What follows belongs to an exercise in optimizing a design on an open flow for small area; a production flow would make more cautious choices. In this exercise RTL edits were held to simulation tests only and were not proved equivalent to the original. Power and IR drop assume default switching activity.

// cia402_fsm
module cia402_fsm (
  input  wire         clk,
  input  wire         rst,
  input  wire         start,
  input  wire         operational,
  input  wire         stop_req,
  input  wire [31:0]  cfg_target_vel,
  input  wire [7:0]   cfg_mode,
  input  wire [15:0]  cfg_max_torque,
  output wire         ex_req,
  input  wire         ex_valid,
  input  wire         ex_resp_fresh,
  input  wire [127:0] ex_in,
  input  wire [15:0]  ex_wkc,
  output wire [127:0] ex_out,
  output wire [2:0]   phase,
  output wire         exit_code,
  output wire [2:0]   dstate,
  output wire [32:0]  delta,
  output wire         delta_valid,
  output wire         moving,
  output wire         enable_evt,
  output wire [31:0]  enable_pos,
  output wire         report_valid,
  output wire [63:0]  report_cycle,
  output wire [15:0]  report_status,
  output wire [15:0]  report_control,
  output wire [31:0]  report_position,
  output wire [32:0]  report_delta,
  output wire [35:0]  report_rpm,
  output wire [31:0]  report_velocity,
  output wire [7:0]   report_mode,
  output wire [15:0]  report_wkc
);
For scale: ~1500 cells after synthesis, about 13000 um^2 of cells after synthesis.
clock: 8.0 ns
lec_check: 0
cap_margin: 20
core_area: 5 5 225 225
die_area: 0 0 230 230
place_density: 0.7
slew_margin: 20
standard.sh (not shown) runs the stock make flow with config.mk's settings and CLKGATE_MAP_FILE= SYNTH_SCRIPT=/design/flow/synth_recipe.tcl, a recipe that flattens the netlist after the stock synthesis.
==> flow/flow/run.sh <==
#!/bin/bash
set -euo pipefail
export BUFFER_PORTS_ARGS="-buffer_cell sky130_fd_sc_hd__buf_1"
export CTS_ARGS="-sink_clustering_enable -repair_clock_nets -buf_list sky130_fd_sc_hd__clkbuf_4 -sink_clustering_size 10 -sink_clustering_max_diameter 40 -dont_use_dummy_load"
bash standard.sh > standard_flow.log 2>&1
Rerun with:
--- a/flow/design.v
+++ b/flow/design.v
@@ -38,15 +38,18 @@
   localparam [2:0] PH_HALTED = 3'd3;
   localparam [2:0] PH_FAILED = 3'd4;
   localparam [8:0] LAP_FIRST   = 9'd12;     
   localparam [8:0] DRAIN_FIRST = 9'd462;    
   reg [2:0]   phase_q;
   reg         run_flag;
   reg [8:0]   lap_count;       
-  reg [61:0]  cycle_div4;      
+  reg [6:0]   cnt_lo;          
+  reg [54:0]  cnt_hi;          
+  reg         cnt_cy;          
+  reg         cnt_flush;       
   reg         motor_enabled;
   reg [31:0]  start_pos;
   reg [15:0]  wkc;
   reg         cw7, cw3, cw21, cw0;  
   reg         tv_on;           
   reg         cfg_on;          
   reg [15:0]  in_status;
@@ -72,37 +75,30 @@
   wire s_rtso  = (new_status == 16'h1231);
   wire s_swon  = (new_status == 16'h1233);
   wire s_open  = (new_status == 16'h1237) || (new_status == 16'h1637);
   wire s_known = s_fault || s_sod || s_rtso || s_swon || s_open;
   wire do_latch = do_cycle && s_open && !motor_enabled;
   wire       lap_end  = &lap_count;
   wire [8:0] lap_next = lap_end ? LAP_FIRST : lap_count + 9'd1;
-  wire [7:0]  cd_lo = {1'b0, cycle_div4[6:0]} + 8'd125;
-  wire [54:0] cd_hi = cycle_div4[61:7];
-  wire [11:0] cd_gc;               
-  wire [54:0] cd_t;                
-  assign cd_gc[0] = cd_lo[7];
-  genvar gj, gk;
-  generate
-    for (gj = 0; gj < 11; gj = gj + 1) begin : g_cdg
-      assign cd_gc[gj+1] = cd_gc[gj] & (&cd_hi[5*gj+4:5*gj]);
-      assign cd_t[5*gj] = cd_gc[gj];
-      for (gk = 1; gk < 5; gk = gk + 1) begin : g_cdb
-        assign cd_t[5*gj+gk] = cd_gc[gj] & (&cd_hi[5*gj+gk-1:5*gj]);
-      end
-    end
-  endgenerate
-  wire [61:0] cd_next = {cd_hi ^ cd_t, cd_lo[6:0]};
+  wire [6:0] cnt_lo_next = cnt_lo + 7'd125;
+  wire rot_win = do_cycle && (lap_count[8:7] == 2'b00) &&
+                 (!lap_count[6] || (lap_count[5:2] == 4'b0000 && !(lap_count[1] && lap_count[0])));
+  always @(posedge clk) begin
+    if (rot_win)
+      cnt_hi <= {(cnt_hi[0] ^ cnt_cy) & !cnt_flush, cnt_hi[54:1]};
+  end
   always @(posedge clk) begin
     wkc <= ex_wkc;
     if (rst) begin
       phase_q       <= PH_IDLE;
       run_flag      <= 1'b1;
       lap_count     <= LAP_FIRST;
-      cycle_div4    <= 62'd0;
+      cnt_lo        <= 7'd0;
+      cnt_cy        <= 1'b0;
+      cnt_flush     <= 1'b1;
       motor_enabled <= 1'b0;
       start_pos     <= 32'd0;
       cw7           <= 1'b0;
       cw3           <= 1'b0;
       cw21          <= 1'b0;
       cw0           <= 1'b0;
       tv_on         <= 1'b0;
@@ -127,16 +123,21 @@
         in_pos    <= ex_in[47:16];
         in_vel    <= ex_in[79:48];
         in_mode   <= ex_in[119:112];
       end
       if (do_cycle) begin
         cfg_on    <= 1'b1;
         lap_count <= lap_next;
-        if (lap_end)
-          cycle_div4 <= cd_next;
+        if (lap_end) begin
+          cnt_lo    <= cnt_lo_next;
+          cnt_cy    <= cnt_lo_next >= 7'd3;    
+          cnt_flush <= 1'b0;
+        end
+        if (rot_win)
+          cnt_cy    <= cnt_hi[0] & cnt_cy;
         if (s_known) begin
           cw7   <= s_fault;
           cw3   <= s_swon || s_open;
           cw21  <= !s_fault;
           cw0   <= s_rtso || s_swon || s_open;
           tv_on <= s_open;
         end
@@ -214,15 +215,15 @@
   assign exit_code   = phase_q[2];
   assign delta       = delta_s;
   assign delta_valid = motor_enabled;
   assign moving      = motor_enabled && (mv_pos || mv_neg);
   assign enable_evt  = enable_evt_q;
   assign enable_pos  = start_pos;
   assign report_valid    = report_q;
-  assign report_cycle    = {cycle_div4, 2'b00};
+  assign report_cycle    = {cnt_hi, cnt_lo, 2'b00};
   assign report_status   = in_status;
   assign report_control  = cw;
   assign report_position = in_pos;
   assign report_delta    = delta_s;
   assign report_rpm      = rpm;
   assign report_velocity = in_vel;
   assign report_mode     = in_mode;
Result: The changed run passed the timing, design-rule and antenna checks. Power went up by about 1.1%. Worst setup slack gets better by 560 ps. Clock skew went down by 58 ps. Die area is unchanged. Global-route usage went down by 0.58 points. Cell count went down by about 7%. Register-to-register slack gets better by 650 ps. Clock-buffer cell count went down by 4. Synthesized area went down by 5.9%. Via count went down by 8.4%. Wire length went down by 3.0%.

==> port drivers added, routing unchanged <==
The flow's constraints put no driver on any port. The routed layouts listed below were extracted and timed again, unchanged, in two steps.
Step 1 sets driving cells, clkbuf_16 on the clock port and buf_2 on the other inputs (assumed; they add their load-dependent delay and slew).
Step 2 adds t to the input delays and takes it off the output delays; t is the mean of the earliest and latest rising clock arrival at the registers after step 1. Input paths then give back, and output paths get back, about the clock's delay inside the block.
a / b / c = ideal / step 1 / step 2; a / b = the first two.
| run | shift t [ns] | setup WS [ns] | worst setup path after step 2 | slew at the worst register clock pin (ns) |
|---|---|---|---|---|
| the first run | 0.705 | 0.777 / 0.734 / 1.438 | register to output | 0.10 / 0.10 |
| the second run | 0.723 | 1.338 / 1.288 / 2.010 | register to output | 0.11 / 0.11 |
After both steps every run listed still meets setup and hold.
